What follows belongs to an exercise in optimizing a design on an open flow for a short achievable clock period and few clock cycles; a production flow would make more cautious choices. Function was checked by simulation only, so behaviour that the tests miss may differ from the original. No run shown here takes its clock network from TritonCTS; it comes from the design's own scripts or RTL. The clock input has no modelled driver; a real chip could not lean on it and would need a root buffer or a full tree. Power figures rest on the tool's default switching activity, not on a simulated workload.

[flow/constraint.sdc]
create_clock -name core_clock -period 5.0 [get_ports {clk}]
set_input_delay 1.0000 -clock core_clock [delete_from_list [all_inputs] [get_ports {clk}]]
set_output_delay 1.0000 -clock core_clock [all_outputs]
set_load 0.01 [all_outputs]
[flow/config.mk]
export PLATFORM = sky130hd
export DESIGN_NAME = ssq_symdec
export DESIGN_NICKNAME = ssq_symdec
export VERILOG_FILES = /design/flow/design.v
export SDC_FILE = /design/flow/constraint.sdc
export NUM_CORES = 4
export LEC_CHECK = 0
export CAP_MARGIN = 20
export CORE_MARGIN = 2
export CORE_UTILIZATION = 55
export SETUP_SLACK_MARGIN = 3.4
export SLEW_MARGIN = 20
[flow/flow/tree.tcl]
# Two-level clock tree: the clock port drives NROOT root cells, each root
# cell drives the leaf cells of its part of the die, and each leaf cell
# drives a cluster of about LEAF_SIZE flip-flop clock pins. The cells are
# buffers, or inverters (two levels of inverters keep the clock's polarity).
proc build_clock_tree { clk_net_name nroot leaf_size buf_master {leaf_master ""} } {
  set block [ord::get_db_block]
  set db [ord::get_db]
  set master [$db findMaster $buf_master]
  if {$leaf_master eq ""} { set leaf_master $buf_master }
  set lmaster [$db findMaster $leaf_master]
  # output pin: X for buffers, Y for inverters
  set rout [expr {[string match *inv* $buf_master] ? "Y" : "X"}]
  set lout [expr {[string match *inv* $leaf_master] ? "Y" : "X"}]
  set clk_net [$block findNet $clk_net_name]

  # sinks: every clock pin on the clock net
  set sinks {}
  foreach it [$clk_net getITerms] {
    set inst [$it getInst]
    set bb [$inst getBBox]
    set x [expr {([$bb xMin] + [$bb xMax]) / 2}]
    set y [expr {([$bb yMin] + [$bb yMax]) / 2}]
    lappend sinks [list $it $x $y]
  }
  set n [llength $sinks]
  set k [expr {max(1, int(ceil(double($n) / $leaf_size)))}]
  # round the leaf count up to a multiple of the root count
  set k [expr {int(ceil(double($k) / $nroot)) * $nroot}]
  puts "clock tree: $n sinks, $k leaf buffers, $nroot root buffers"

  # k-means with capacity: seed on a grid sorted by x then y
  set sorted [lsort -real -index 1 $sinks]
  set cent {}
  for {set c 0} {$c < $k} {incr c} {
    set s [lindex $sorted [expr {int(($c + 0.5) * $n / $k)}]]
    lappend cent [list [lindex $s 1] [lindex $s 2]]
  }
  set cap [expr {int(ceil(double($n) / $k)) + 2}]
  for {set iter 0} {$iter < 30} {incr iter} {
    # assign: each sink to its nearest centre with room, sinks in order of
    # how much they lose by not getting their nearest centre
    set cnt [lrepeat $k 0]
    set assign [lrepeat $n -1]
    set order {}
    for {set i 0} {$i < $n} {incr i} {
      set s [lindex $sinks $i]
      set ds {}
      for {set c 0} {$c < $k} {incr c} {
        set ce [lindex $cent $c]
        lappend ds [list $c [expr {abs([lindex $s 1] - [lindex $ce 0]) + abs([lindex $s 2] - [lindex $ce 1])}]]
      }
      set ds [lsort -real -index 1 $ds]
      lappend order [list $i [expr {[lindex $ds end 1] - [lindex $ds 0 1]}] $ds]
    }
    foreach o [lsort -real -decreasing -index 1 $order] {
      set i [lindex $o 0]
      foreach d [lindex $o 2] {
        set c [lindex $d 0]
        if {[lindex $cnt $c] < $cap} {
          lset cnt $c [expr {[lindex $cnt $c] + 1}]
          lset assign $i $c
          break
        }
      }
    }
    set sx [lrepeat $k 0.0]
    set sy [lrepeat $k 0.0]
    for {set i 0} {$i < $n} {incr i} {
      set c [lindex $assign $i]
      set s [lindex $sinks $i]
      lset sx $c [expr {[lindex $sx $c] + [lindex $s 1]}]
      lset sy $c [expr {[lindex $sy $c] + [lindex $s 2]}]
    }
    for {set c 0} {$c < $k} {incr c} {
      if {[lindex $cnt $c] > 0} {
        lset cent $c [list [expr {[lindex $sx $c] / [lindex $cnt $c]}] [expr {[lindex $sy $c] / [lindex $cnt $c]}]]
      }
    }
  }

  # group leaf centres for the root buffers the same way: sort by x, split
  # into column halves, then by y
  set leaves {}
  for {set c 0} {$c < $k} {incr c} { lappend leaves [list $c {*}[lindex $cent $c]] }
  set groups {}
  if {$nroot == 4} {
    set byx [lsort -real -index 1 $leaves]
    set half [expr {$k / 2}]
    foreach part [list [lrange $byx 0 [expr {$half - 1}]] [lrange $byx $half end]] {
      set byy [lsort -real -index 2 $part]
      set h2 [expr {[llength $byy] / 2}]
      lappend groups [lrange $byy 0 [expr {$h2 - 1}]] [lrange $byy $h2 end]
    }
  } elseif {$nroot == 2} {
    set byx [lsort -real -index 1 $leaves]
    set half [expr {$k / 2}]
    lappend groups [lrange $byx 0 [expr {$half - 1}]] [lrange $byx $half end]
  } else {
    lappend groups $leaves
  }

  # build
  set r 0
  foreach g $groups {
    set gx 0.0; set gy 0.0
    foreach l $g { set gx [expr {$gx + [lindex $l 1]}]; set gy [expr {$gy + [lindex $l 2]}] }
    set gx [expr {int($gx / [llength $g])}]
    set gy [expr {int($gy / [llength $g])}]
    set rinst [odb::dbInst_create $block $master "clkroot_$r"]
    $rinst setLocation $gx $gy
    $rinst setPlacementStatus PLACED
    set rnet [odb::dbNet_create $block "clknet_root_$r"]
    $rnet setSigType CLOCK
    [$rinst findITerm A] connect $clk_net
    [$rinst findITerm $rout] connect $rnet
    foreach l $g {
      set c [lindex $l 0]
      set linst [odb::dbInst_create $block $lmaster "clkleaf_$c"]
      $linst setLocation [expr {int([lindex $l 1])}] [expr {int([lindex $l 2])}]
      $linst setPlacementStatus PLACED
      set lnet [odb::dbNet_create $block "clknet_leaf_$c"]
      $lnet setSigType CLOCK
      [$linst findITerm A] connect $rnet
      [$linst findITerm $lout] connect $lnet
    }
    incr r
  }
  for {set i 0} {$i < $n} {incr i} {
    set it [lindex [lindex $sinks $i] 0]
    set c [lindex $assign $i]
    set lnet [$block findNet "clknet_leaf_$c"]
    $it disconnect
    $it connect $lnet
  }
}
[flow/flow/run.sh]
#!/bin/bash
# Standard layout, except that:
#  - the port buffers are buf_4 (the resizer sizes them later), and
#  - the clock tree is built by flow/tree.tcl (a two-level tree of clkinv_16)
#    in place of clock_tree_synthesis.
# Each step's output goes to a log file of its own in this folder.
set -euo pipefail
here=$(pwd)
ports="BUFFER_PORTS_ARGS=-buffer_cell sky130_fd_sc_hd__buf_4"

bash standard.sh synth > log_1_synth.txt 2>&1
bash standard.sh "$ports" place > log_2_place.txt 2>&1

# ORFS's scripts with cts.tcl swapped for ours, used for the CTS step only
rm -rf "$here/cts_scripts"
cp -r "$FLOW_HOME/scripts" "$here/cts_scripts"
cp "$here/flow/cts.tcl" "$here/cts_scripts/cts.tcl"
FLOW_TREE_TCL="$here/flow/tree.tcl" bash standard.sh "$ports" do-4_1_cts do-4_cts \
  SCRIPTS_DIR="$here/cts_scripts" > log_3_cts.txt 2>&1

bash standard.sh "$ports" finish > log_4_finish.txt 2>&1
[flow/flow/cts.tcl]
utl::set_metrics_stage "cts__{}"
source $::env(SCRIPTS_DIR)/load.tcl
source $::env(SCRIPTS_DIR)/lec_check.tcl
erase_non_stage_variables cts
load_design 3_place.odb 3_place.sdc
source_step_tcl PRE CTS

# Clone clock tree inverters next to register loads
# so cts does not try to buffer the inverted clocks.
repair_clock_inverters

proc save_progress { stage } {
  puts "Run 'make gui_$stage.odb' to load progress snapshot"
  orfs_write_db $::env(RESULTS_DIR)/$stage.odb
  orfs_write_sdc $::env(RESULTS_DIR)/$stage.sdc
}

# Run CTS
set cts_args [list \
  -sink_clustering_enable \
  -repair_clock_nets]

append_env_var cts_args CTS_BUF_DISTANCE -distance_between_buffers 1
append_env_var cts_args CTS_CLUSTER_SIZE -sink_clustering_size 1
append_env_var cts_args CTS_CLUSTER_DIAMETER -sink_clustering_max_diameter 1
append_env_var cts_args CTS_BUF_LIST -buf_list 1
append_env_var cts_args CTS_LIB_NAME -library 1


if { [env_var_exists_and_non_empty CTS_ARGS] } {
  set cts_args $::env(CTS_ARGS)
}

set_dont_use $::env(DONT_USE_CELLS)

# A two-level clock tree instead of clock_tree_synthesis: the clock port
# drives 4 root inverters, each drives the leaf inverters of its quarter of
# the die, and each leaf inverter drives about 35 flip-flops.
source $::env(FLOW_TREE_TCL)
build_clock_tree clk 4 35 sky130_fd_sc_hd__clkinv_16 sky130_fd_sc_hd__clkinv_16

utl::push_metrics_stage "cts__{}__pre_repair_timing"
log_cmd estimate_parasitics -placement
if { $::env(DETAILED_METRICS) } {
  report_metrics 4 "cts pre-repair-timing"
}
utl::pop_metrics_stage

set_placement_padding -global \
  -left $::env(CELL_PAD_IN_SITES_DETAIL_PLACEMENT) \
  -right $::env(CELL_PAD_IN_SITES_DETAIL_PLACEMENT)

set result [catch { detailed_placement } msg]
if { $result != 0 } {
  save_progress 4_1_error
  error "Detailed placement failed in CTS: $msg"
}

log_cmd estimate_parasitics -placement

if { $::env(CTS_SNAPSHOTS) } {
  save_progress 4_1_pre_repair_hold_setup
}

if { !$::env(SKIP_CTS_REPAIR_TIMING) } {
  if { $::env(EQUIVALENCE_CHECK) } {
    write_eqy_verilog 4_before_rsz.v
  }
  if { $::env(LEC_CHECK) } {
    write_lec_verilog 4_before_rsz_lec.v
  }

  repair_timing_helper

  if { $::env(EQUIVALENCE_CHECK) } {
    run_equivalence_test
  }
  if { $::env(LEC_CHECK) } {
    write_lec_verilog 4_after_rsz_lec.v
    run_lec_test 4_rsz 4_before_rsz_lec.v 4_after_rsz_lec.v
  }

  set result [catch { detailed_placement } msg]
  if { $result != 0 } {
    save_progress 4_1_error
    error "Detailed placement failed in CTS: $msg"
  }

  check_placement -verbose
}

report_metrics 4 "cts final"

source_step_tcl POST CTS

orfs_write_db $::env(RESULTS_DIR)/4_1_cts.odb
orfs_write_sdc $::env(RESULTS_DIR)/4_cts.sdc
[flow/standard.sh]
#!/bin/bash
# synth_recipe.tcl (not shown) runs the flow's synth.tcl, then flattens the netlist and writes it again
# the make line also repeats each setting of config.mk as NAME=value (left out here)
make -C /OpenROAD-flow-scripts/flow DESIGN_CONFIG=/design/flow/config.mk WORK_HOME=/design/flow/orfs CLKGATE_MAP_FILE= SYNTH_SCRIPT=/design/flow/synth_recipe.tcl "${@:-finish}"
[flow/design.v]
module ssq_symdec (
    input  wire        clk,
    input  wire        rst,
    input  wire        in_valid,
    output wire        in_ready,
    input  wire [7:0]  in_data,
    input  wire        in_last,
    output reg         out_valid,
    input  wire        out_ready,
    output reg  [7:0]  out_data,
    output reg         out_last,
    output reg  [1:0]  out_err,
    output reg  [15:0] out_err_pos,
    output reg  [7:0]  out_err_val,
    output reg  [2:0]  out_pad
);
    localparam ERR_NONE = 2'd0;
    localparam ERR_SDEC = 2'd1;
    localparam ERR_CDEC = 2'd2;
    localparam EV_NONE  = 2'd0;
    localparam EV_SDEC  = 2'd1;   
    localparam EV_CEND  = 2'd2;   
    localparam EV_CNEXT = 2'd3;   
    localparam DEPTH  = 12;       
    localparam RDEPTH = 5;        
    localparam RS     = DEPTH + 1;
    localparam RQS    = RDEPTH + 1;
    localparam IW    = 13;        
    localparam RW    = 26;        
    reg        in_ready_r;  
    reg        ir_n;        
    reg        c_v;
    reg [7:0]  c_data;
    reg        c_last;
    assign in_ready = in_ready_r;
    always @(posedge clk) begin
        c_v    <= in_valid && !ir_n && !rst;
        c_data <= in_data;
        c_last <= in_last;
    end
    wire [5:0] cls;         
    assign cls[0] = (c_data == 8'h2A);
    assign cls[1] = (c_data == 8'h25);
    assign cls[2] = (c_data == 8'h24);
    assign cls[3] = (c_data == 8'h23);
    assign cls[4] = (c_data == 8'h21);
    assign cls[5] = (c_data == 8'h26);
    reg [44:0] wn;
    reg [4:0]  pf_full;     
    reg [4:0]  pf_bad;      
    reg [4:0]  pf_bad2;     
    reg [24:0] pf_nph;      
    function automatic [83:0] pre;
        input [4:0] bits;
        input integer len;
        integer pp;
        reg [8:0] w;
        reg f, b1, b2;
        reg [4:0] n;
        reg [44:0] wv;
        reg [4:0] fv_, b1v, b2v;
        reg [24:0] nv;
        begin
            wv = 45'd0; fv_ = 5'd0; b1v = 5'd0; b2v = 5'd0; nv = 25'd0;
            for (pp = 0; pp < 5; pp = pp + 1) begin
                w  = {bits, 4'b0000} >> pp;
                f  = (pp + len >= 5);
                b1 = f && !w[4];
                b2 = f && w[4] && (pp + len >= 6) && !w[3];
                n  = 5'b00001 << (f ? pp + len - 5 : pp + len);
                wv[9*pp +: 9] = w;
                fv_[pp] = f;
                b1v[pp] = b1;
                b2v[pp] = b2;
                nv[5*pp +: 5] = n;
            end
            pre = {wv, fv_, b1v, b2v, nv};
        end
    endfunction
    wire [83:0] pre0 = pre(5'b10000, 1);   
    wire [83:0] pre1 = pre(5'b11000, 2);   
    wire [83:0] pre2 = pre(5'b11100, 3);   
    wire [83:0] pre3 = pre(5'b11110, 4);   
    wire [83:0] pre4 = pre(5'b11111, 5);   
    wire [83:0] pre5 = pre(5'b10100, 3);   
    wire [83:0] pre_sel = ({84{cls[0]}} & pre0) | ({84{cls[1]}} & pre1) |
                          ({84{cls[2]}} & pre2) | ({84{cls[3]}} & pre3) |
                          ({84{cls[4]}} & pre4) | ({84{cls[5]}} & pre5);
    reg        d_v;
    reg        d_ok;
    reg        d_last;
    reg [7:0]  d_char;
    reg [15:0] d_idx;
    reg [15:0] chr_idx;     
    reg [44:0] d_wn;
    reg [4:0]  d_full;
    reg [4:0]  d_bad;
    reg [4:0]  d_bad2;
    reg [24:0] d_nph;
    always @(posedge clk) begin
        {d_wn, d_full, d_bad, d_bad2, d_nph} <= pre_sel;
        d_ok   <= |cls;
        d_last <= c_last;
        d_char <= c_data;
        d_idx  <= chr_idx;
        if (rst) begin
            d_v     <= 1'b0;
            chr_idx <= 16'd0;
        end else begin
            d_v <= c_v;
            if (c_v)
                chr_idx <= c_last ? 16'd0 : chr_idx + 16'd1;
        end
    end
    reg [4:0]  ph;          
    reg [3:0]  pend;        
    reg        stop;        
    wire [8:0] s_wn  = (d_wn[8:0]   & {9{ph[0]}}) | (d_wn[17:9]  & {9{ph[1]}}) |
                       (d_wn[26:18] & {9{ph[2]}}) | (d_wn[35:27] & {9{ph[3]}}) |
                       (d_wn[44:36] & {9{ph[4]}});
    wire [4:0] s_nph = (d_nph[4:0]   & {5{ph[0]}}) | (d_nph[9:5]   & {5{ph[1]}}) |
                       (d_nph[14:10] & {5{ph[2]}}) | (d_nph[19:15] & {5{ph[3]}}) |
                       (d_nph[24:20] & {5{ph[4]}});
    wire       full = |(d_full & ph);
    wire       bad  = |(d_bad  & ph);
    wire       bad2 = |(d_bad2 & ph);
    wire [8:0] win    = {pend, 5'b00000} | s_wn;
    wire [3:0] pend_n = full ? win[3:0] : win[8:5];
    reg        o_v;
    reg        o_end;
    reg        o_blk_v;     
    reg [4:0]  o_blk;
    reg        o_rem_v;     
    reg [4:0]  o_rem_n;     
    reg [3:0]  o_rem;       
    reg [1:0]  o_ev;
    reg [15:0] o_idx;
    reg [7:0]  o_char;
    always @(posedge clk) begin
        o_end   <= d_last;
        o_blk   <= bad ? {1'b0, win[8:5]} : win[8:4];
        o_idx   <= d_idx;
        o_char  <= d_char;
        if (d_ok) begin
            o_rem_n <= s_nph;
            o_rem   <= pend_n;
        end else begin
            o_rem_n <= ph;
            o_rem   <= pend;
        end
        if (rst) begin
            ph      <= 5'b00001;
            pend    <= 4'd0;
            stop    <= 1'b0;
            o_v     <= 1'b0;
            o_blk_v <= 1'b0;
            o_rem_v <= 1'b0;
            o_ev    <= EV_NONE;
        end else begin
            o_v     <= d_v;
            o_blk_v <= 1'b0;
            o_rem_v <= 1'b0;
            o_ev    <= EV_NONE;
            if (d_v && !stop) begin
                if (!d_ok) begin
                    o_rem_v <= !ph[0];
                    o_ev    <= EV_SDEC;
                    stop    <= 1'b1;
                end else begin
                    o_blk_v <= full;
                    if (bad) begin
                        o_ev <= EV_CEND;
                        stop <= 1'b1;
                    end else if (bad2) begin
                        o_ev <= EV_CNEXT;
                        stop <= 1'b1;
                    end else begin
                        ph      <= s_nph;
                        pend    <= pend_n;
                        o_rem_v <= d_last && !s_nph[0];
                    end
                end
            end
            if (d_v && d_last) begin
                ph   <= 5'b00001;
                pend <= 4'd0;
                stop <= 1'b0;
            end
        end
    end
    reg [15:0] p4;
    reg [15:0] p5;
    reg [1:0]  e_err;       
    reg [15:0] e_pos;
    reg [7:0]  e_val;
    reg [4:0] rem_chunk;
    always @(*) begin
        case (1'b1)
            o_rem_n[1]: rem_chunk = {4'b0000, o_rem[3]};
            o_rem_n[2]: rem_chunk = {3'b000, o_rem[3:2]};
            o_rem_n[3]: rem_chunk = {2'b00, o_rem[3:1]};
            default:    rem_chunk = {1'b0, o_rem};
        endcase
    end
    reg [1:0]  ev_err;
    reg [15:0] ev_pos;
    reg [7:0]  ev_val;
    always @(*) begin
        case (o_ev)
            EV_SDEC:  begin ev_err = ERR_SDEC; ev_pos = o_idx; ev_val = o_char; end
            EV_CEND:  begin ev_err = ERR_CDEC; ev_pos = p4;    ev_val = 8'h20;  end
            EV_CNEXT: begin ev_err = ERR_CDEC; ev_pos = p5;    ev_val = 8'h20;  end
            default:  begin ev_err = e_err;    ev_pos = e_pos; ev_val = e_val;  end
        endcase
    end
    reg          q_v;
    reg [IW-1:0] q_item;
    reg          q_rec_v;
    reg [RW-1:0] q_rec;
    always @(posedge clk) begin
        q_item[12:11] <= {1'b0, o_blk_v} + {1'b0, o_rem_v};
        q_item[10:1]  <= o_blk_v ? (o_rem_v ? {o_blk, rem_chunk} : {o_blk, 5'b00000})
                                 : (o_rem_v ? {rem_chunk, 5'b00000} : 10'd0);
        q_item[0]     <= o_end;
        q_rec         <= {ev_err, ev_pos, ev_val};
        if (rst) begin
            q_v     <= 1'b0;
            q_rec_v <= 1'b0;
            p4      <= 16'd4;
            p5      <= 16'd5;
            e_err   <= ERR_NONE;
            e_pos   <= 16'd0;
            e_val   <= 8'd0;
        end else begin
            q_v     <= o_v && (o_blk_v || o_rem_v || o_end);
            q_rec_v <= o_v && o_end;
            if (o_v) begin
                if (o_end) begin
                    p4    <= 16'd4;
                    p5    <= 16'd5;
                    e_err <= ERR_NONE;
                    e_pos <= 16'd0;
                    e_val <= 8'd0;
                end else begin
                    if (o_blk_v) begin
                        p4 <= p4 + 16'd5;
                        p5 <= p5 + 16'd5;
                    end
                    e_err <= ev_err;
                    e_pos <= ev_pos;
                    e_val <= ev_val;
                end
            end
        end
    end
    reg [IW-1:0]    fq [0:RS-1];
    reg [RS-1:0]    f_wp;       
    reg [RS-1:0]    f_rp;       
    reg [DEPTH:0]   f_tot;      
    reg             pop_d;      
    reg [DEPTH-1:0] f_mcnt;     
    reg [IW-1:0]    h;          
    reg             hv;
    wire            pop;
    wire f_mempty = !f_mcnt[0];
    wire to_h   = q_v && f_mempty && (!hv || pop);
    wire from_m = pop && !f_mempty;
    wire to_m_pop   = q_v && !f_mempty;
    wire to_m_nopop = q_v && !(f_mempty && !hv);
    wire [DEPTH-1:0] mcnt_pop   = (!f_mempty && !q_v) ? {1'b0, f_mcnt[DEPTH-1:1]} : f_mcnt;
    wire [DEPTH-1:0] mcnt_nopop = to_m_nopop ? {f_mcnt[DEPTH-2:0], 1'b1} : f_mcnt;
    wire [RS-1:0]    wp_step    = {f_wp[RS-2:0], f_wp[RS-1]};
    wire [RS-1:0]    wp_pop     = to_m_pop ? wp_step : f_wp;
    wire [RS-1:0]    wp_nopop   = to_m_nopop ? wp_step : f_wp;
    reg [IW-1:0] f_out;         
    integer j;
    always @(*) begin
        f_out = {IW{1'b0}};
        for (j = 0; j < RS; j = j + 1)
            f_out = f_out | (fq[j] & {IW{f_rp[j]}});
    end
    always @(posedge clk) begin
        for (j = 0; j < RS; j = j + 1)
            if (f_wp[j])
                fq[j] <= q_item;
        h <= ({IW{from_m}} & f_out) | ({IW{to_h}} & q_item) | ({IW{!from_m && !to_h}} & h);
        if (rst) begin
            f_wp   <= {{(RS-1){1'b0}}, 1'b1};
            f_rp   <= {{(RS-1){1'b0}}, 1'b1};
            f_tot  <= {(DEPTH+1){1'b0}};
            f_mcnt <= {DEPTH{1'b0}};
            pop_d  <= 1'b0;
            hv     <= 1'b0;
        end else begin
            f_wp <= pop ? wp_pop : wp_nopop;
            if (from_m)
                f_rp <= {f_rp[RS-2:0], f_rp[RS-1]};
            pop_d <= pop;
            f_mcnt <= pop ? mcnt_pop : mcnt_nopop;
            if (q_v && !pop_d)
                f_tot <= {f_tot[DEPTH-1:0], 1'b1};
            else if (pop_d && !q_v)
                f_tot <= {1'b0, f_tot[DEPTH:1]};
            hv <= pop ? (!f_mempty || q_v) : (hv || q_v);
        end
    end
    reg [RW-1:0]     rq [0:RQS-1];
    reg [RQS-1:0]    rq_wp;     
    reg [RQS-1:0]    rq_rp;     
    reg [RW-1:0]     r_head;    
    wire             emit_end;
    reg [RW-1:0] r_cur;
    reg [RW-1:0] r_nxt;
    always @(*) begin
        r_cur = {RW{1'b0}};
        r_nxt = {RW{1'b0}};
        for (j = 0; j < RQS; j = j + 1) begin
            r_cur = r_cur | (rq[j] & {RW{rq_rp[j]}});
            r_nxt = r_nxt | (rq[(j + 1) % RQS] & {RW{rq_rp[j]}});
        end
    end
    always @(posedge clk) begin
        for (j = 0; j < RQS; j = j + 1)
            if (rq_wp[j])
                rq[j] <= q_rec;
        r_head <= emit_end ? r_nxt : r_cur;
        if (rst) begin
            rq_wp <= {{(RQS-1){1'b0}}, 1'b1};
            rq_rp <= {{(RQS-1){1'b0}}, 1'b1};
        end else begin
            if (q_rec_v)
                rq_wp <= {rq_wp[RQS-2:0], rq_wp[RQS-1]};
            if (emit_end)
                rq_rp <= {rq_rp[RQS-2:0], rq_rp[RQS-1]};
        end
    end
    reg [RDEPTH-1:0] msgs;
    wire msg_in  = c_v && c_last;
    wire msg_out = emit_end;
    wire [RDEPTH-1:0] msgs_n = (msg_in && !msg_out) ? {msgs[RDEPTH-2:0], 1'b1} :
                               (msg_out && !msg_in) ? {1'b0, msgs[RDEPTH-1:1]} : msgs;
    always @(posedge clk) begin
        if (rst)
            msgs <= {RDEPTH{1'b0}};
        else
            msgs <= msgs_n;
    end
    reg ir_pre;
    always @(posedge clk) begin
        if (rst) begin
            ir_pre     <= 1'b1;
            in_ready_r <= 1'b1;
            ir_n       <= 1'b0;
        end else begin
            ir_pre     <= !f_tot[DEPTH + 1 - 7] && !msgs_n[RDEPTH - 3];
            in_ready_r <= ir_pre;
            ir_n       <= !ir_pre;
        end
    end
    wire [1:0]  h_n    = h[12:11];
    wire [9:0]  h_bits = h[10:1];
    wire        h_end  = h[0];
    reg [16:0] acc;         
    reg [7:0]  pr;          
    reg [2:0]  pq;          
    reg        end_pend;    
    reg [2:0]  p_pad;
    reg        skid_v;
    wire big        = !pq[0];
    wire emit_data  = !skid_v && big;
    wire emit_fe    = !skid_v && !big && end_pend;
    wire emit_flush = emit_fe && !pr[0];
    assign emit_end = emit_fe && pr[0];
    wire emit       = emit_data || emit_fe;
    assign pop = hv && ((pq[0] && (!end_pend || (!skid_v && pr[0]))) ||
                        (pq[1] && !end_pend && !skid_v));
    reg [16:0] ins;
    integer k;
    always @(*) begin
        ins = 17'd0;
        for (k = 0; k < 8; k = k + 1)
            ins = ins | (({h_bits, 7'd0} >> k) & {17{pr[k]}});
    end
    wire [7:0] pr5  = {pr[2:0], pr[7:3]};
    wire       c5   = |pr[7:3];
    wire [7:0] pr10 = {pr[5:0], pr[7:6]};
    wire       c10  = |pr[7:6];
    wire [2:0] pq_pop = h_n[1] ? (c10 ? 3'b100 : 3'b010) :
                        h_n[0] ? (c5 ? 3'b010 : 3'b001) : 3'b001;
    wire [7:0] pr_pop = h_n[1] ? pr10 : h_n[0] ? pr5 : pr;
    reg [7:0] pr_n;
    reg [2:0] pq_n;
    always @(*) begin
        if (emit_flush) begin
            pr_n = 8'b00000001;
            pq_n = 3'b001;
        end else if (pop) begin
            pr_n = pr_pop;
            pq_n = pq_pop;
        end else begin
            pr_n = pr;
            pq_n = emit_data ? {1'b0, pq[2:1]} : pq;
        end
    end
    reg [2:0] pad_of;       
    always @(*) begin
        case (1'b1)
            pr[1]:   pad_of = 3'd7;
            pr[2]:   pad_of = 3'd6;
            pr[3]:   pad_of = 3'd5;
            pr[4]:   pad_of = 3'd4;
            pr[5]:   pad_of = 3'd3;
            pr[6]:   pad_of = 3'd2;
            pr[7]:   pad_of = 3'd1;
            default: pad_of = 3'd0;
        endcase
    end
    wire [16:0] acc_a = emit_data ? {acc[8:0], 8'd0} : (emit_flush ? 17'd0 : acc);
    wire        b_last = emit_end;
    wire [7:0]  b_data = emit_end ? 8'd0 : acc[16:9];
    wire [1:0]  b_err  = emit_end ? r_head[25:24] : 2'd0;
    wire [15:0] b_pos  = emit_end ? r_head[23:8]  : 16'd0;
    wire [7:0]  b_val  = emit_end ? r_head[7:0]   : 8'd0;
    wire [2:0]  b_pad  = emit_end ? p_pad : 3'd0;
    always @(posedge clk) begin
        if (rst) begin
            acc      <= 17'd0;
            pr       <= 8'b00000001;
            pq       <= 3'b001;
            end_pend <= 1'b0;
            p_pad    <= 3'd0;
        end else begin
            acc      <= acc_a | (pop ? ins : 17'd0);
            pr       <= pr_n;
            pq       <= pq_n;
            end_pend <= (end_pend && !emit_end) || (pop && h_end);
            if (emit_flush)
                p_pad <= pad_of;
            else if (emit_end)
                p_pad <= 3'd0;
        end
    end
    reg        s_last;
    reg [7:0]  s_data;
    reg [1:0]  s_err;
    reg [15:0] s_pos;
    reg [7:0]  s_val;
    reg [2:0]  s_pad;
    reg        ov_n;        
    reg [37:0] o_n;         
    wire out_free = ov_n || out_ready;
    wire ld_s = out_free && skid_v;
    wire ld_b = out_free && !skid_v;
    wire hold = !out_free;
    wire [37:0] o_cur  = ~o_n;
    wire [37:0] o_skid = {s_last, s_data, s_err, s_pos, s_val, s_pad};
    wire [37:0] o_beat = {b_last, b_data, b_err, b_pos, b_val, b_pad};
    wire [37:0] o_next = ({38{hold}} & o_cur) | ({38{ld_s}} & o_skid) | ({38{ld_b}} & o_beat);
    wire        ov_next = out_free ? (skid_v || emit) : 1'b1;
    always @(posedge clk) begin
        if (rst) begin
            out_valid <= 1'b0;
            ov_n      <= 1'b1;
            skid_v    <= 1'b0;
        end else begin
            out_valid <= ov_next;
            ov_n      <= !ov_next;
            if (out_free)
                skid_v <= 1'b0;
            else if (emit)
                skid_v <= 1'b1;
        end
        {out_last, out_data, out_err, out_err_pos, out_err_val, out_pad} <= o_next;
        o_n <= ~o_next;
        if (!skid_v) begin
            s_last <= b_last;
            s_data <= b_data;
            s_err  <= b_err;
            s_pos  <= b_pos;
            s_val  <= b_val;
            s_pad  <= b_pad;
        end
    end
endmodule
==> flow_summary.ini, run 1 <==
[status]
status = finished clean

[sta]
rsz0062_at_grt = yes
finalSetupTns_ns = 0
final_hold_viol_count = 0
fin_crit_sh_pct = 35.1
timing.fmax_ghz = 0.569
hold_slack_ns = 0.328
setup_viol = 0
drv_slew = 0
fin_skew_ns = 0.0232
fin_crit_ns = 1.76
slew_headroom_pct = 28.8
worst_pin_slew_ns = 1.07

[global_routing]
grt_pass1_wl_mm = 106
grtUsageTotal_pct = 25.0
use_met1_pct = 36.4
grt_util_met2_pct = 41.5
grt_most_used_layer = met2
grt_max_degree = 55
gr-total-overflow = 0
antenna_found_initial = 0
grt_use_met3_pct = 2.19
grt_pass1_vias = 18100

[drt]
dr.first_iter.drc_count = 1922
drtAntennaViolNets = 0
dr.pass1.iters = 8
drcViolationCount = 0
drt-total-wl_mm = 71.5
wl_per_cell_um = 23.3
via_per_inst = 6.22
via_count = 19100

[worst_hold_path]
hp-class = register to register
min_to = o_char[0]
whs_path_depth = 0
hold_path_startpoint = d_char[0]

[setup_path]
critPathKind = register to register
rr_startpoint = end_pend
cpPeakStageDelay_ns = 0.37
endpoint_kind = register
cp_data_required_time_ns = 5.19
worstPathCellList = nand2b_4 -> a21o_1 -> buf_6 -> a21oi_4 -> buf_6 -> buf_6 -> nand2_1 -> a311oi_2
worstReg2RegEnd = f_mcnt[8]
cp.arrival_ns = 1.95
path_common_cell = buf_6
crit_slowest_cell = dfxtp_4
start_kind = register
crit_fanout = 6
r2r_setup_slack_ns = 3.24
ff2ff_path_depth = 8

[placed_design]
gp_congestion = 0.809
hpwlAfterDp_mm = 36.3
portBuffers = 52
dp_cells = 2905

[cts]
clock_latency_ns = 0.29
clk_pin_slew_ns = 0.09
holdBufCountCts = 0

[pwr]
power.leakage_nw = 11.7
p_sw_mw = 2.37
combPwrFrac_pct = 2.0
clkPwrFrac_pct = 27.7
swShare_pct = 24.8
power.internal_mw = 7.20
seq_power_share_pct = 70.3
vdd_ir_drop_max_uv = 353
power_density_nw_per_um2 = 281

[final_layout]
fin_nets = 2418
antenna_cells = 0
drive_above_1_share_pct = 25.4
final_cells = 3075
area_growth_pct = 18.0

[yosys]
async_reset_ff_share_pct = 0
synth_edf_count = 350
synth_warnings = 3
postSynthCellCount = 2322
avgSynthCellArea_um2 = 12.4
syn_nets = 2343
synth_ff_type = dfxtp_1
netlist-cell-type-count = 62
synth_seq_area_share_pct = 66.8
synth_area_um2 = 28800
synth_seq_cells = 787

[floorplanning]
fp.dieW_um = 233
die_area_um2 = 54300
row_count = 83
start_util_pct = 55.9
pin_count = 53
core-area_um2 = 51600
die_h_um = 233

[run]
maxCapViolCount = 0
flip-flops by register name (all words and copies together), names as in the netlist, 16 cells and up:
| signal | flops |
|---|---|
| rq | 156 |
| o_idx | 16 |
| out_err_pos | 16 |
| d_idx | 16 |
| acc | 17 |
| r_head | 26 |
| e_pos | 16 |
| fq | 156 |
| p4 | 16 |
| chr_idx | 16 |
| s_pos | 16 |
| p5 | 16 |
| o_n | 38 |
| q_rec | 26 |
layout by cell type (no fill, tap or decap), drive strengths merged, types with 56 or more instances in the layout:
| cell | synthesis | layout |
|---|---|---|
| a21oi | 94 | 94 |
| a221oi | 57 | 57 |
| a22oi | 168 | 168 |
| and2 | 76 | 76 |
| buf | 30 | 173 |
| dfxtp | 437 | 437 |
| edfxtp | 350 | 350 |
| mux2i | 71 | 71 |
| nand2 | 108 | 113 |
| nand3 | 56 | 56 |
| nor2 | 215 | 217 |
| o21ai | 96 | 96 |
kinds of logic after synthesis:
| kind of cell | synth area share, % |
|---|---|
| xor gates and xnor gates | 1.18 |
| AOI/OAI and AO/OA | 15.4 |
| adders and majority gates | 0.347 |
| buffers and inverters | 2.56 |
| DFF | 66.8 |
| muxes | 4.11 |
| and+or+nand+nor | 9.57 |
how the worst max path moves through the flow:
stage	start	to	cells past startpoint
2_1_floorplan	out_ready	o_n[10]	5
3_3_place_gp	rst	o_blk_v	5
3_5_place_dp	rst	o_blk_v	5
4_1_cts	rst	pr[7]	5
5_1_grt	pr[0]	ir_pre	10
6_report	end_pend	f_mcnt[8]	8
critical path: cells and delay by family, from the launching register on:
family	cells	cell delay (ns)
buffers and inverters	3	0.40
AOI/OAI and AO/OA	3	0.65
and+or+nand+nor	2	0.24
DFF	1	0.37
Yosys cell counts (5+ instances only):
cell | count | area (µm²)
and3_1 | 12 | 75.1
nor3_1 | 14 | 70.1
edfxtp_1 | 350 | 10500
ha_1 | 8 | 100
buf_1 | 10 | 37.5
nor2_1 | 215 | 807
and4_1 | 5 | 43.8
mux4_2 | 16 | 360
or3_1 | 6 | 37.5
inv_1 | 23 | 86.3
nand4_1 | 13 | 81.3
nand3_1 | 56 | 280
mux2i_1 | 71 | 711
xor2_1 | 26 | 228
a21oi_1 | 94 | 470
buf_2 | 17 | 85.1
or2_2 | 6 | 37.5
nor2b_1 | 35 | 219
a221o_1 | 12 | 120
a211oi_1 | 15 | 113
o21ai_0 | 92 | 460
a22oi_1 | 168 | 1260
a22o_1 | 45 | 394
nand2b_1 | 7 | 43.8
nand2_1 | 108 | 405
dfxtp_1 | 437 | 8750
o21a_1 | 40 | 300
clkbuf_1 | 134 | 503
a222oi_1 | 26 | 260
mux2_2 | 10 | 113
a31oi_1 | 43 | 269
a311oi_1 | 11 | 96.3
a21o_1 | 8 | 60.1
a221oi_1 | 57 | 499
xnor2_1 | 13 | 114
and2_1 | 76 | 475
final cells by class:
| type | instances | area (µm²) |
|---|---|---|
| Fill cell | 3749 | 17600 |
| Inverter | 52 | 981 |
| Multi-Input combinational cell | 1370 | 10400 |
| Sequential cell | 787 | 19400 |
| Tap cell | 680 | 851 |
| Timing Repair Buffer | 183 | 2310 |
| Timing Repair inverter | 3 | 43.8 |
per-stage QoR:
stage | utilization [%] | setup slack [ns] | total power, mW | cell area, µm²
2_1_floorplan | - | 3.07 | 6.94 | 29100
3_3_place_gp | 57.5 | 2.23 | 6.98 | 29700
3_5_place_dp | 57.5 | 2.21 | 6.98 | 29700
4_1_cts | 62.7 | 3.20 | 9.18 | 32300
5_1_grt | 65.9 | 3.18 | 9.90 | 34000
6_report | 65.9 | 3.24 | 9.57 | 34000
per-layer routing:
layer | part of all wire [%] | routed length [µm]
met1 | 45 | 32000
met2 | 47 | 33900
met3 | 5.6 | 4020
met4 | 2.2 | 1600
met5 | 0 | 0
power groups by stage:
stage	clock network, mW	logic [mW]	registers (mW)
6_report	2.65	0.196	6.73
2_1_floorplan	0	0.0862	6.86
4_1_cts	2.12	0.181	6.88
3_3_place_gp	0	0.0945	6.88
3_5_place_dp	0	0.0959	6.88
5_1_grt	2.96	0.207	6.74
what timing repair did:
item,4_1_cts,5_1_grt
resized for setup,303,312
setup endpoints to repair,380,274
pin swaps,97,89
setup buffers,39,59
cloned,34,10
Testbench counts, summed over its fixed seeds: cycles 69,235.
==> run 2, diff against run 1 <==
--- a/flow/config.mk
+++ b/flow/config.mk
@@ -8,5 +8,5 @@
 export CAP_MARGIN = 20
 export CORE_MARGIN = 2
-export CORE_UTILIZATION = 55
-export SETUP_SLACK_MARGIN = 3.4
+export CORE_UTILIZATION = 45
+export SETUP_SLACK_MARGIN = 3.5
 export SLEW_MARGIN = 20
==> flow_summary.ini, run 2 <==
[sta]
fin_skew_ns = 0.0405
rsz0062_at_grt = yes
fin_crit_sh_pct = 36.3
finalSetupTns_ns = 0
setup_viol = 0
worst_pin_slew_ns = 1.10
final_hold_viol_count = 0
slew_headroom_pct = 26.6
worst_slack_ns = 3.19
drv_slew = 0
fin_crit_ns = 1.81
timing.fmax_ghz = 0.551

[setup_path]
cp_data_required_time_ns = 5.18
endpoint_kind = register
start_kind = register
critPathKind = register to register
crit_fanout = 6
cp.arrival_ns = 1.99

[floorplanning]
core-area_um2 = 63200
row_count = 92
fp.dieW_um = 257
start_util_pct = 45.6
die_h_um = 257
die_area_um2 = 66100
pin_count = 53

[yosys]
synth_seq_cells = 787
synth_edf_count = 350
netlist-cell-type-count = 62
async_reset_ff_share_pct = 0
syn_nets = 2343
synth_ff_type = dfxtp_1
synth_top_area_share_pct = 36.5
avgSynthCellArea_um2 = 12.4
synth_area_um2 = 28800
synth.most_common_cell = dfxtp_1
ys_top_cells_by_count = 437 x dfxtp_1, 350 x edfxtp_1, 215 x nor2_1
synth_seq_area_share_pct = 66.8
synthTopCellsByArea = edfxtp_1 36%, dfxtp_1 30%, a22oi_1 4.4%
postSynthCellCount = 2322
synth_warnings = 3
synth_top_area_cell = edfxtp_1

[pwr]
power.leakage_nw = 12.1
power_density_nw_per_um2 = 270
vdd_ir_drop_max_uv = 299

[placed_design]
gp_congestion = 0.789
place_ws_ns = 2.07
portBuffers = 52
hpwlAfterDp_mm = 36.3
dp_cells = 3068

[cts]
holdBufCountCts = 0
clock_latency_ns = 0.30
clk_pin_slew_ns = 0.09

[drt]
wl_per_cell_um = 22.9
drcViolationCount = 0
dr.pass1.iters = 7
via_per_inst = 5.98
via_count = 19700
drt-total-wl_mm = 75.5
dr.first_iter.drc_count = 2074
drtAntennaViolNets = 0

[final_layout]
fin_nets = 2471
mostFrequentLayoutCells = 350 x edfxtp_1, 339 x dfxtp_1, 168 x a22oi_1
drive_above_1_share_pct = 30.4
fillers = 4922
largest_registers = fq (156), rq (156), o_n (38)
area_growth_pct = 23.8
multi_input_area_um2 = 11100
utilization_pct = 56.5
final_common_cell = edfxtp_1
final_cells = 3295
regArea_um2 = 19400

[global_routing]
grt_pass1_wl_mm = 112
grt_max_degree = 55
antenna_found_initial = 0
grt_pass1_vias = 18600
gr-total-overflow = 0
grtUsageTotal_pct = 21.2

[worst_hold_path]
hp-class = register to register

[run]
maxCapViolCount = 0

[status]
status = finished clean
[run 2: cell counts after synthesis]
Identical to the previous run, type by type.
[run 2: layer usage]
metal  vias to the layer above  share of wire [%]  track usage, %
li1                       8960                  -               -
met1                      9877                 42            29.8
met2                       754                 49            35.7
met3                       116                6.1            2.08
met4                         0                2.5            4.68
met5                         -                  0               0
[run 2: cells by family (layout without fill, tap and decap cells)]
logic type,count (synthesis),after routing,synth area share [%]
flip-flops,787,787,66.8
AO/OA/AOI/OAI,629,635,15.4
AND/OR/NAND/NOR,574,594,9.57
buffers and inverters,188,288,2.56
multiplexers,97,97,4.11
XOR/XNOR,39,39,1.18
adder cells (fa/ha/maj),8,8,0.347
other,0,1,0
[run 2: cell type report]
cell class                      count  area share [%]
Inverter                           52            2.72
Multi-Input combinational cell   1373            31.2
Tap cell                          846            2.97
Sequential cell                   787            54.5
Timing Repair inverter              4           0.168
Antenna cell                        1         0.00701
Timing Repair Buffer              232            8.51
[run 2: critical path: stages (launching register included)]
cell and delay, ns:
dfxtp_4 0.37, buf_6 0.12, nand2_4 0.09, a211oi_4 0.07, buf_6 0.13, buf_6 0.11, o21ai_4 0.21, buf_12 0.15
buf_16 0.13, a31oi_1 0.05, a221o_1 0.27
[run 2: timing repair]
action,in CTS,in global routing
gates resized for setup,400,378
pin swaps,100,138
endpoints found under the hold margin,0,0
buffers inserted,69,70
gates cloned,45,14
setup endpoints to repair,412,352
[run 2: power breakdown]
part           total, mW  switching (mW)  internal, mW
sequential          6.73          0.0453          6.68
combinational      0.228           0.113         0.114
clock               2.66            2.25         0.416
total               9.62            2.41          7.21
[run 2: final timing paths]
path | startpoint | to | slack, ns | depth (start not counted)
min | d_char[5] | o_char[5] | 0.33 | 0
min reg2reg | d_char[5] | o_char[5] | 0.33 | 0
max reg2reg | pq[0] | h[3] | 3.19 | 10
max | pq[0] | h[3] | 3.19 | 10
[run 2: per-stage QoR]
step,power [mW],cell area [µm²],hold WS [ns]
detailed placement,6.98,29900,0.312
global placement,6.98,29900,0.310
finish,9.62,35700,0.332
global route,9.96,35700,0.340
CTS,9.21,33500,0.312
floorplan,6.95,29300,0.310
==> run 3, diff against run 2 <==
--- a/flow/design.v
+++ b/flow/design.v
@@ -24,5 +24,5 @@
     localparam DEPTH  = 12;       
     localparam RDEPTH = 5;        
-    localparam RS     = DEPTH + 1;
+    localparam RS     = DEPTH + 2;
     localparam RQS    = RDEPTH + 1;
     localparam IW    = 13;        
@@ -259,18 +259,15 @@
     reg [DEPTH:0]   f_tot;      
     reg             pop_d;      
-    reg [DEPTH-1:0] f_mcnt;     
+    reg [DEPTH:0]   f_mcnt;     
     reg [IW-1:0]    h;          
     reg             hv;
     wire            pop;
     wire f_mempty = !f_mcnt[0];
-    wire to_h   = q_v && f_mempty && (!hv || pop);
-    wire from_m = pop && !f_mempty;
-    wire to_m_pop   = q_v && !f_mempty;
-    wire to_m_nopop = q_v && !(f_mempty && !hv);
-    wire [DEPTH-1:0] mcnt_pop   = (!f_mempty && !q_v) ? {1'b0, f_mcnt[DEPTH-1:1]} : f_mcnt;
-    wire [DEPTH-1:0] mcnt_nopop = to_m_nopop ? {f_mcnt[DEPTH-2:0], 1'b1} : f_mcnt;
-    wire [RS-1:0]    wp_step    = {f_wp[RS-2:0], f_wp[RS-1]};
-    wire [RS-1:0]    wp_pop     = to_m_pop ? wp_step : f_wp;
-    wire [RS-1:0]    wp_nopop   = to_m_nopop ? wp_step : f_wp;
+    wire from_m = (pop || !hv) && !f_mempty;
+    wire [DEPTH:0] mc_up   = {f_mcnt[DEPTH-1:0], 1'b1};
+    wire [DEPTH:0] mc_down = {1'b0, f_mcnt[DEPTH:1]};
+    wire [DEPTH:0] mcnt_pop   = (q_v && f_mempty) ? mc_up : (!q_v && !f_mempty) ? mc_down : f_mcnt;
+    wire           fill_nopop = !hv && !f_mempty;
+    wire [DEPTH:0] mcnt_nopop = (q_v && !fill_nopop) ? mc_up : (!q_v && fill_nopop) ? mc_down : f_mcnt;
     reg [IW-1:0] f_out;         
     integer j;
@@ -284,14 +281,15 @@
             if (f_wp[j])
                 fq[j] <= q_item;
-        h <= ({IW{from_m}} & f_out) | ({IW{to_h}} & q_item) | ({IW{!from_m && !to_h}} & h);
+        h <= ({IW{from_m}} & f_out) | ({IW{!from_m}} & h);
         if (rst) begin
             f_wp   <= {{(RS-1){1'b0}}, 1'b1};
             f_rp   <= {{(RS-1){1'b0}}, 1'b1};
             f_tot  <= {(DEPTH+1){1'b0}};
-            f_mcnt <= {DEPTH{1'b0}};
+            f_mcnt <= {(DEPTH+1){1'b0}};
             pop_d  <= 1'b0;
             hv     <= 1'b0;
         end else begin
-            f_wp <= pop ? wp_pop : wp_nopop;
+            if (q_v)
+                f_wp <= {f_wp[RS-2:0], f_wp[RS-1]};
             if (from_m)
                 f_rp <= {f_rp[RS-2:0], f_rp[RS-1]};
@@ -302,5 +300,5 @@
             else if (pop_d && !q_v)
                 f_tot <= {1'b0, f_tot[DEPTH:1]};
-            hv <= pop ? (!f_mempty || q_v) : (hv || q_v);
+            hv <= from_m || (hv && !pop);
         end
     end
--- a/flow/config.mk
+++ b/flow/config.mk
@@ -8,5 +8,5 @@
 export CAP_MARGIN = 20
 export CORE_MARGIN = 2
-export CORE_UTILIZATION = 45
-export SETUP_SLACK_MARGIN = 3.5
+export CORE_UTILIZATION = 60
+export SETUP_SLACK_MARGIN = 3.3
 export SLEW_MARGIN = 20
==> flow_summary.ini, run 3 <==
[cts]
holdBufCountCts = 0
clock_latency_ns = 0.29
clk_pin_slew_ns = 0.09

[setup_path]
cp.arrival_ns = 0.76
crit_fanout = 1
cp_top_family = flip-flops
r2r_setup_slack_ns = 3.32
cp_data_required_time_ns = 4.00
critPathKind = register to output pin
endpoint_kind = output pin
cpPeakStageDelay_ns = 0.36
worstPathCellList = buf_6
crit_slowest_cell = dfxtp_2
crit_buf_inv = 1
start_kind = register

[final_layout]
final_cell_area_um2 = 33800
regMostFlops = fq
final_common_cell = edfxtp_1
largest_reg_flops = 168
fillers = 3543
multi_input_area_um2 = 9990
regArea_um2 = 20000
largest_registers = fq (168), rq (156), o_n (38)
utilization_pct = 68.7
fin_nets = 2512
area_growth_pct = 12.7
mostFrequentLayoutCells = 374 x edfxtp_1, 336 x dfxtp_1, 193 x a22oi_1
antenna_cells = 0
drive_above_1_share_pct = 18.3
final_cells = 3153

[sta]
timing.fmax_ghz = 0.568
final_hold_viol_count = 0
fin_crit_sh_pct = 35.2
fin_crit_ns = 1.76
rsz0062_at_grt = yes
setup_viol = 0
drv_slew = 0
fin_skew_ns = 0.0164
finalSetupTns_ns = 0
slew_headroom_pct = 34.1
worst_slack_ns = 3.24
hold_slack_ns = 0.327
worst_pin_slew_ns = 0.986

[placed_design]
place_ws_ns = 1.95
portBuffers = 52
dp_cells = 3007
gp_congestion = 0.821
post_dp_cell_area_um2 = 30900
hpwlAfterDp_mm = 38.5

[yosys]
synth_ff_type = dfxtp_1
synthTopCellsByArea = edfxtp_1 37%, dfxtp_1 29%, a22oi_1 4.9%
synth_edf_count = 374
netlist-cell-type-count = 74
syn_nets = 2476
synth.most_common_cell = dfxtp_1
postSynthCellCount = 2455
synth_warnings = 3
synth_seq_area_share_pct = 66.0
synth_top_area_cell = edfxtp_1
ys_top_cells_by_count = 428 x dfxtp_1, 374 x edfxtp_1, 197 x nor2_1
avgSynthCellArea_um2 = 12.2
synth_top_area_share_pct = 37.4
async_reset_ff_share_pct = 0
synth_area_um2 = 30000
synth_seq_cells = 802

[pwr]
power.total_mw = 9.69
power_density_nw_per_um2 = 287
vdd_ir_drop_max_uv = 337
power.leakage_nw = 11.6

[drt]
via_count = 19900
dr.first_iter.drc_count = 2090
drtAntennaViolNets = 0
via_per_inst = 6.32
dr.pass1.iters = 7
drcViolationCount = 0
drt-total-wl_mm = 70.1
wl_per_cell_um = 22.2

[global_routing]
gr-total-overflow = 0
grt_pass1_vias = 18700
grtUsageTotal_pct = 26.4
antenna_found_initial = 1
grt_pass1_wl_mm = 107
grt_max_degree = 55

[floorplanning]
row_count = 81
fp.dieW_um = 228
pin_count = 53
die_area_um2 = 51800
start_util_pct = 61.0
die_h_um = 228
core-area_um2 = 49200

[status]
status = finished clean

[run]
maxCapViolCount = 0

[worst_hold_path]
hp-class = register to register
## run 3: cell count changes in the layout (fill, tap and decap cells not counted), sizes merged, moves of 17 or more
cell	delta
a21oi	+17
edfxtp	+24
nand3	+18
o211ai	+48
nor2	-19
a22oi	+26
inv	+21
and3	+21
mux2i	-17
buf	-53
## run 3: what timing repair did
action	CTS	global route
pin swaps	31	18
cloned	25	3
endpoints found under the setup margin	376	168
resized for setup	139	150
buffers inserted	43	47
## run 3: final timing paths
kind	start	to	cells after the start
hold / removal	d_char[5]	o_char[5]	0
setup / recovery	out_err_val[6]	out_err_val[6]	1
hold reg to reg	d_char[5]	o_char[5]	0
setup reg to reg	p5[0]	p5[12]	5
## run 3: layout make-up
class                           instances  area share [%]
Timing Repair inverter                 10           0.378
Tap cell                              664            2.46
Multi-Input combinational cell       1440            29.6
Inverter                               66            3.05
Timing Repair Buffer                  171            5.43
Sequential cell                       802            59.1
## run 3: cell families (layout without fill, tap and decap cells)
group,after synthesis,count (layout),share of synthesized area [%]
xor gates and xnor gates,26,26,0.759
muxes,78,78,3.30
adders and majority gates,8,8,0.334
buffers and inverters,222,247,2.98
DFF,802,802,66.0
AOI/OAI and AO/OA,704,705,16.5
and+or+nand+nor,615,623,10.1
## run 3: metal layers
layer / vias to the layer above / wire length, µm / global-route usage [%] / part of all wire, %
met5: - / 0 / 0 / 0
li1: 9286 / - / - / -
met1: 9867 / 31300 / 39.2 / 45
met2: 696 / 32900 / 42.7 / 47
met3: 77 / 4410 / 2.80 / 6.3
met4: 0 / 1440 / 4.91 / 2.1
## run 3: report_power, final
part           internal, mW  switching [mW]  total [mW]  leakage, nW
logic                0.0849          0.0963       0.181         4.13
registers              6.83          0.0327        6.86         7.18
clock network         0.416            2.23        2.65        0.320
total                  7.33            2.36        9.69         11.6
Testbench counts of run 3, summed over its fixed seeds: cycles 69,243.
==> run 4, diff against run 3 <==
--- a/flow/config.mk
+++ b/flow/config.mk
@@ -8,5 +8,5 @@
 export CAP_MARGIN = 20
 export CORE_MARGIN = 2
-export CORE_UTILIZATION = 60
-export SETUP_SLACK_MARGIN = 3.3
+export CORE_UTILIZATION = 55
+export SETUP_SLACK_MARGIN = 3.4
 export SLEW_MARGIN = 20
==> flow_summary.ini, run 4 <==
[status]
status = finished clean

[cts]
clock_latency_ns = 0.30
clk_pin_slew_ns = 0.10

[setup_path]
crit_buf_inv = 1
cp_top_family = flip-flops
start_kind = register
cp.arrival_ns = 0.73
endpoint_kind = output pin
critPathKind = register to output pin
cpPeakStageDelay_ns = 0.33
cp_data_required_time_ns = 4.00
crit_slowest_cell = dfxtp_2
crit_fanout = 1
worstPathCellList = buf_6

[final_layout]
regMostFlops = fq
final_common_cell = edfxtp_1
final_cells = 3230
drive_above_1_share_pct = 23.5
fin_nets = 2556
largest_registers = fq (168), rq (156), o_n (38)
mostFrequentLayoutCells = 374 x edfxtp_1, 336 x dfxtp_1, 191 x a22oi_1
area_growth_pct = 17.7
largest_reg_flops = 168

[yosys]
synth_edf_count = 374
postSynthCellCount = 2455
netlist-cell-type-count = 74
async_reset_ff_share_pct = 0
synth_top_area_share_pct = 37.4
synthTopCellsByArea = edfxtp_1 37%, dfxtp_1 29%, a22oi_1 4.9%
synth_warnings = 3
synth.most_common_cell = dfxtp_1
synth_seq_area_share_pct = 66.0
synth_seq_cells = 802
avgSynthCellArea_um2 = 12.2
ys_top_cells_by_count = 428 x dfxtp_1, 374 x edfxtp_1, 197 x nor2_1
synth_top_area_cell = edfxtp_1
synth_area_um2 = 30000
syn_nets = 2476
synth_ff_type = dfxtp_1

[pwr]
vdd_ir_drop_max_uv = 323
power_density_nw_per_um2 = 276
power.leakage_nw = 12.2

[floorplanning]
core-area_um2 = 53800
start_util_pct = 55.7
pin_count = 53
fp.dieW_um = 238
die_h_um = 238
row_count = 85
die_area_um2 = 56400

[sta]
finalSetupTns_ns = 0
rsz0062_at_grt = yes
final_hold_viol_count = 0
worst_pin_slew_ns = 1.02
fin_skew_ns = 0.0336
fin_crit_sh_pct = 34.7
drv_slew = 0
setup_viol = 0
slew_headroom_pct = 31.8
fin_crit_ns = 1.73
hold_slack_ns = 0.322
timing.fmax_ghz = 0.577

[drt]
via_per_inst = 6.27
dr.first_iter.drc_count = 1682
drtAntennaViolNets = 0
via_count = 20300
drt-total-wl_mm = 73.9
wl_per_cell_um = 22.9
drcViolationCount = 0
dr.pass1.iters = 5

[global_routing]
grt_pass1_vias = 18900
gr-total-overflow = 0
antenna_found_initial = 1
grt_pass1_wl_mm = 109
grtUsageTotal_pct = 24.3
grt_max_degree = 55

[placed_design]
hpwlAfterDp_mm = 39.5
gp_congestion = 0.848
portBuffers = 52
dp_cells = 3045

[worst_hold_path]
hp-class = register to register

[run]
maxCapViolCount = 0
## run 4: cell counts after synthesis
No cell type changed its count.
## run 4: power breakdown
| group | total [mW] | switching [mW] | internal (mW) |
|---|---|---|---|
| combinational | 0.186 | 0.101 | 0.0846 |
| clock | 2.70 | 2.29 | 0.417 |
| sequential | 6.86 | 0.0333 | 6.82 |
| total | 9.75 | 2.42 | 7.33 |
## run 4: cells by family (layout without fill, tap and decap cells)
family	count (synthesis)	count (layout)	synth area share, %
AND/OR/NAND/NOR	615	624	10.1
flip-flops	802	802	66.0
XOR/XNOR	26	26	0.759
AO/OA/AOI/OAI	704	705	16.5
multiplexers	78	78	3.30
buffers and inverters	222	290	2.98
adder cells (fa/ha/maj)	8	8	0.334
other	0	1	0
## run 4: stage by stage
step | total power [mW] | util (%) | area, µm² | worst slack [ns]
final | 9.75 | 65.6 | 35300 | 3.27
after global routing | 10.1 | 65.6 | 35300 | 3.23
after CTS | 9.31 | 61.9 | 33300 | 3.02
after detailed placement | 7.12 | 57.8 | 31100 | 2.32
after global placement | 7.12 | 57.8 | 31100 | 2.36
after floorplan | 7.10 | - | 30700 | 3.04
## run 4: path summary, 6_finish.rpt
| kind | startpoint | to | slack [ns] | depth (start not counted) |
|---|---|---|---|---|
| min | d_char[1] | o_char[1] | 0.32 | 0 |
| max reg2reg | pr[0] | f_mcnt[12] | 3.29 | 8 |
| min reg2reg | d_char[1] | o_char[1] | 0.32 | 0 |
| max | out_err[0] | out_err[0] | 3.27 | 1 |
## run 4: per-layer routing
layer  vias to the layer above  track usage, %  wire [µm]
met5                         -               0          0
li1                       9373               -          -
met1                     10200            36.4      33000
met3                        70            1.49       4070
met2                       626            40.0      35500
met4                         0            3.68       1340
## run 4: final cells by class
class	count	area, µm²
fillers	3959	18500
multi-input cells	1441	10600
flip-flops and latches	802	20000
inverters	66	1030
repair inverters	7	87.6
repair buffers	217	2700
well taps	696	871
diodes	1	2.50
## run 4: repair_timing
| item | CTS | global route |
|---|---|---|
| buffers inserted | 42 | 71 |
| cloned | 24 | 19 |
| hold buffers | 0 | 0 |
| pin swaps | 41 | 54 |
| resized for setup | 189 | 294 |
| endpoints found under the hold margin | 0 | 0 |
| endpoints found under the setup margin | 365 | 247 |
==> run 5, diff against run 4 <==
--- a/flow/flow/cts.tcl
+++ b/flow/flow/cts.tcl
@@ -36,7 +36,7 @@
 # A two-level clock tree instead of clock_tree_synthesis: the clock port
 # drives 4 root inverters, each drives the leaf inverters of its quarter of
-# the die, and each leaf inverter drives about 35 flip-flops.
+# the die, and each leaf inverter drives about 28 flip-flops.
 source $::env(FLOW_TREE_TCL)
-build_clock_tree clk 4 35 sky130_fd_sc_hd__clkinv_16 sky130_fd_sc_hd__clkinv_16
+build_clock_tree clk 4 28 sky130_fd_sc_hd__clkinv_16 sky130_fd_sc_hd__clkinv_16
 
 utl::push_metrics_stage "cts__{}__pre_repair_timing"
==> flow_summary.ini, run 5 <==
[pwr]
power.total_mw = 10.1
power.leakage_nw = 12.3
power_density_nw_per_um2 = 282
vdd_ir_drop_max_uv = 403

[worst_hold_path]
hp-class = register to register
hold_path_startpoint = d_idx[5]

[floorplanning]
start_util_pct = 55.7
core-area_um2 = 53800
die_area_um2 = 56400
pin_count = 53
row_count = 85
die_h_um = 238
fp.dieW_um = 238

[yosys]
synth_warnings = 3
postSynthCellCount = 2455
synthTopCellsByArea = edfxtp_1 37%, dfxtp_1 29%, a22oi_1 4.9%
synth_top_area_share_pct = 37.4
synth_area_um2 = 30000
synth_edf_count = 374
synth_seq_cells = 802
ys_top_cells_by_count = 428 x dfxtp_1, 374 x edfxtp_1, 197 x nor2_1
synth_top_area_cell = edfxtp_1
synth.most_common_cell = dfxtp_1
synth_ff_type = dfxtp_1
avgSynthCellArea_um2 = 12.2
syn_nets = 2476
synth_seq_area_share_pct = 66.0
netlist-cell-type-count = 74
async_reset_ff_share_pct = 0

[drt]
via_count = 20500
dr.first_iter.drc_count = 1940
wl_per_cell_um = 23.2
via_per_inst = 6.32
drt-total-wl_mm = 75.2
drcViolationCount = 0
drtAntennaViolNets = 0
dr.pass1.iters = 8

[final_layout]
largest_registers = fq (168), rq (156), o_n (38)
regMostFlops = fq
mostFrequentLayoutCells = 374 x edfxtp_1, 335 x dfxtp_1, 190 x a22oi_1
final_common_cell = edfxtp_1
fin_nets = 2572
area_growth_pct = 19.3
drive_above_1_share_pct = 24.8
antenna_cells = 0
largest_reg_flops = 168

[setup_path]
cpPeakStageDelay_ns = 0.34
startpoint = out_err_val[7]
start_kind = register
cp.arrival_ns = 0.78
cp_top_family = flip-flops
critPathKind = register to output pin
crit_slowest_cell = dfxtp_2
crit_buf_inv = 1
endpoint_kind = output pin
crit_fanout = 1
cp_data_required_time_ns = 4.00
worstPathCellList = buf_6
rr_startpoint = pr[0]

[sta]
drv_slew = 0
slew_headroom_pct = 32.5
final_hold_viol_count = 0
timing.fmax_ghz = 0.560
fin_crit_sh_pct = 35.7
fin_skew_ns = 0.0283
rsz0062_at_grt = yes
finalSetupTns_ns = 0
setup_viol = 0
hold_slack_ns = 0.331
fin_crit_ns = 1.78
worst_pin_slew_ns = 1.01

[global_routing]
gr-total-overflow = 0
grt_max_degree = 55
grtUsageTotal_pct = 24.9
grt_pass1_vias = 19100
antenna_found_initial = 0
grt_pass1_wl_mm = 112

[placed_design]
portBuffers = 52
gp_congestion = 0.848
hpwlAfterDp_mm = 39.5

[cts]
clock_latency_ns = 0.33
clk_pin_slew_ns = 0.09
holdBufCountCts = 0

[status]
status = finished clean

[run]
maxCapViolCount = 0
==> run 5: cell counts after synthesis <==
Identical to the previous run, type by type.
==> run 5: path summary, 6_finish.rpt <==
| kind | end | slack (ns) | cells after the start |
|---|---|---|---|
| setup reg to reg | f_mcnt[12] | 3.30 | 7 |
| hold reg to reg | o_idx[5] | 0.33 | 0 |
| hold / removal | o_idx[5] | 0.33 | 0 |
| setup / recovery | out_err_val[7] | 3.22 | 1 |
==> run 5: what timing repair did <==
item | 4_1_cts | 5_1_grt
setup endpoints to repair | 365 | 231
pin swaps | 55 | 56
cloned | 34 | 15
setup buffers | 47 | 68
gates resized for setup | 225 | 291
==> run 5: cells by family after synthesis <==
group                    after synthesis  share of synthesized area (%)
XOR/XNOR                              26                          0.759
multiplexers                          78                           3.30
AO/OA/AOI/OAI                        704                           16.5
buffers and inverters                222                           2.98
adder cells (fa/ha/maj)                8                          0.334
flip-flops                           802                           66.0
AND/OR/NAND/NOR                      615                           10.1
==> run 5: per-layer routing <==
| layer | up-vias | track usage (%) | part of all wire (%) |
|---|---|---|---|
| met5 | - | 0 | 0 |
| met4 | 0 | 3.34 | 1.7 |
| met3 | 87 | 1.72 | 6.5 |
| met2 | 751 | 40.9 | 48 |
| met1 | 10300 | 37.4 | 44 |
| li1 | 9415 | - | - |
==> run 5: through the flow <==
stage	area [µm²]	worst slack, ns	instances	util (%)
finish	35800	3.22	3245	66.5
global route	35800	3.18	3245	66.5
CTS	33900	3.03	3162	63.0
detailed placement	31100	2.32	3045	57.8
global placement	31100	2.36	3045	57.8
floorplan	30700	3.04	2455	-
==> run 5: final cells by class <==
class	count	area (µm²)
sequential	802	20000
tap	696	871
inverter	74	1270
timing repair inverter	10	130
multi-input combinational	1443	10700
timing repair buffer	220	2810
fill	3875	18000
==> run 5: report_power, final <==
| group | switching [mW] | leakage [nW] | internal [mW] | total [mW] |
|---|---|---|---|---|
| clock network | 2.51 | 0.411 | 0.510 | 3.02 |
| logic | 0.116 | 4.69 | 0.0987 | 0.215 |
| registers | 0.0333 | 7.18 | 6.82 | 6.86 |
| total | 2.66 | 12.3 | 7.43 | 10.1 |
==> run 6, diff against run 5 <==
--- a/flow/flow/cts.tcl
+++ b/flow/flow/cts.tcl
@@ -36,7 +36,7 @@
 # A two-level clock tree instead of clock_tree_synthesis: the clock port
 # drives 4 root inverters, each drives the leaf inverters of its quarter of
-# the die, and each leaf inverter drives about 28 flip-flops.
+# the die, and each leaf inverter drives about 45 flip-flops.
 source $::env(FLOW_TREE_TCL)
-build_clock_tree clk 4 28 sky130_fd_sc_hd__clkinv_16 sky130_fd_sc_hd__clkinv_16
+build_clock_tree clk 4 45 sky130_fd_sc_hd__clkinv_16 sky130_fd_sc_hd__clkinv_16
 
 utl::push_metrics_stage "cts__{}__pre_repair_timing"
==> flow_summary.ini, run 6 <==
[setup_path]
critPathKind = register to output pin
cp.arrival_ns = 0.73
cp_data_required_time_ns = 4.00
start_kind = register
cpPeakStageDelay_ns = 0.34
crit_fanout = 1
crit_buf_inv = 1
endpoint_kind = output pin
cp_top_family = flip-flops
worstPathCellList = buf_6
crit_slowest_cell = dfxtp_2

[final_layout]
final_cell_area_um2 = 35000
mostFrequentLayoutCells = 374 x edfxtp_1, 335 x dfxtp_1, 191 x a22oi_1
fin_nets = 2546
antenna_cells = 0
area_growth_pct = 16.7
regMostFlops = fq
drive_above_1_share_pct = 22.7
largest_reg_flops = 168
fillers = 3994
final_common_cell = edfxtp_1
largest_registers = fq (168), rq (156), o_n (38)

[drt]
drcViolationCount = 0
drtAntennaViolNets = 0
wl_per_cell_um = 22.9
dr.pass1.iters = 6
dr.first_iter.drc_count = 1985
via_per_inst = 6.30
via_count = 20300
drt-total-wl_mm = 73.8

[yosys]
synth_top_area_cell = edfxtp_1
synth_top_area_share_pct = 37.4
synthSimpleGateAreaFrac_pct = 10.1
synth_top_family_by_area = compound AO/OA/AOI/OAI gates
synth-xor-area-share_pct = 0.759
async_reset_ff_share_pct = 0
muxShareOfSynthArea_pct = 3.30
avgSynthCellArea_um2 = 12.2
synthAdderAreaFrac_pct = 0.334
synth_edf_count = 374
netlist-cell-type-count = 74
synth_compound_area_share_pct = 16.5
ys_top_cells_by_count = 428 x dfxtp_1, 374 x edfxtp_1, 197 x nor2_1
synth_area_um2 = 30000
postSynthCellCount = 2455
synth.most_common_cell = dfxtp_1
syn_nets = 2476
synthTopCellsByArea = edfxtp_1 37%, dfxtp_1 29%, a22oi_1 4.9%
synth_ff_type = dfxtp_1
synth_seq_cells = 802
synth_seq_area_share_pct = 66.0
synth_warnings = 3

[pwr]
power.leakage_nw = 12.0
power_density_nw_per_um2 = 274
vdd_ir_drop_max_uv = 264
power.internal_mw = 7.29
clkPwrFrac_pct = 26.4
seq_power_share_pct = 71.5
p_sw_mw = 2.30
swShare_pct = 24.0
combPwrFrac_pct = 2.1

[placed_design]
gp_congestion = 0.848
hpwlAfterDp_mm = 39.5
portBuffers = 52
post_dp_cell_area_um2 = 31100

[floorplanning]
die_area_um2 = 56400
row_count = 85
core-area_um2 = 53800
pin_count = 53
fp.dieW_um = 238
start_util_pct = 55.7
die_h_um = 238

[run]
maxCapViolCount = 0

[global_routing]
gr-total-overflow = 0
grt_pass1_vias = 18900
antenna_found_initial = 0
grt_pass1_wl_mm = 110
grtUsageTotal_pct = 24.5
grt_max_degree = 55

[sta]
fin_skew_ns = 0.0262
slew_headroom_pct = 32.6
drv_slew = 0
rsz0062_at_grt = yes
finalSetupTns_ns = 0
fin_crit_sh_pct = 34.6
final_hold_viol_count = 0
setup_viol = 0
worst_pin_slew_ns = 1.01
timing.fmax_ghz = 0.578
fin_crit_ns = 1.73

[cts]
clk_pin_slew_ns = 0.10
clock_latency_ns = 0.27

[status]
status = finished clean

[worst_hold_path]
hp-class = register to register
-- run 6: cell counts after synthesis --
No cell type changed its count.
-- run 6: power by group through the flow --
stage / Combinational (mW) / Sequential, mW / Clock [mW]
after CTS: 0.180 / 7.02 / 1.96
final: 0.198 / 6.86 / 2.54
after global routing: 0.210 / 6.87 / 2.85
after detailed placement: 0.103 / 7.02 / 0
after floorplan: 0.0969 / 7.00 / 0
after global placement: 0.101 / 7.02 / 0
-- run 6: cell type report --
class                           count  area (µm²)  share of cell area (%)
Sequential cell                   802       20000                    57.1
Timing Repair Buffer              208        2590                    7.40
Timing Repair inverter              9         101                   0.290
Inverter                           62         907                    2.59
Multi-Input combinational cell   1442       10600                    30.1
Tap cell                          696         871                    2.49
-- run 6: what timing repair did --
item	CTS	global route
pin swaps	45	55
buffers inserted	47	60
cloned	29	14
gates resized for setup	188	269
setup endpoints to repair	365	261
hold buffers	0	0
-- run 6: final timing paths --
path / from / end / slack [ns] / cells past startpoint
worst min-delay path: d_idx[11] / o_idx[11] / 0.33 / 0
worst min register to register: d_idx[11] / o_idx[11] / 0.33 / 0
worst max-delay path: out_err_pos[2] / out_err_pos[2] / 3.27 / 1
worst max register to register: pr[0] / f_mcnt[12] / 3.30 / 7
-- run 6: worst register-to-register path, delay by kind of cell (launching register included) --
kind                   cells  cell delay (ns)
buffers and inverters      3             0.46
DFF                        1             0.36
and+or+nand+nor            2             0.20
AOI/OAI and AO/OA          2             0.57
-- run 6: per-layer routing --
layer	vias up	global-route usage (%)	share of wire (%)
met5	-	0	0
met4	0	3.34	1.6
met3	83	1.71	5.7
met2	601	40.3	48
met1	10200	37.0	45
li1	9349	-	-
-- run 6: logic make-up after synthesis --
family                     after synthesis
and+or+nand+nor                        615
DFF                                    802
adders and majority gates                8
AOI/OAI and AO/OA                      704
xor gates and xnor gates                26
buffers and inverters                  222
muxes                                   78
-- run 6: stage by stage --
step	power [mW]	setup slack, ns	cells	hold slack (ns)	util [%]
5_1_grt	9.92	3.23	3219	0.343	65.0
3_5_place_dp	7.12	2.32	3045	0.312	57.8
6_report	9.59	3.27	3219	0.334	65.0
4_1_cts	9.16	3.05	3145	0.312	62.0
2_1_floorplan	7.10	3.04	2455	0.310	-
3_3_place_gp	7.12	2.36	3045	0.310	57.8

Check on run 6: ideal ports give 3.270 ns setup slack; a clkbuf_16 on the clock port and buf_2 on the inputs give 3.012 ns; moving port delays by the midpoint clock arrival (0.520 ns) as well gives 2.735 ns.
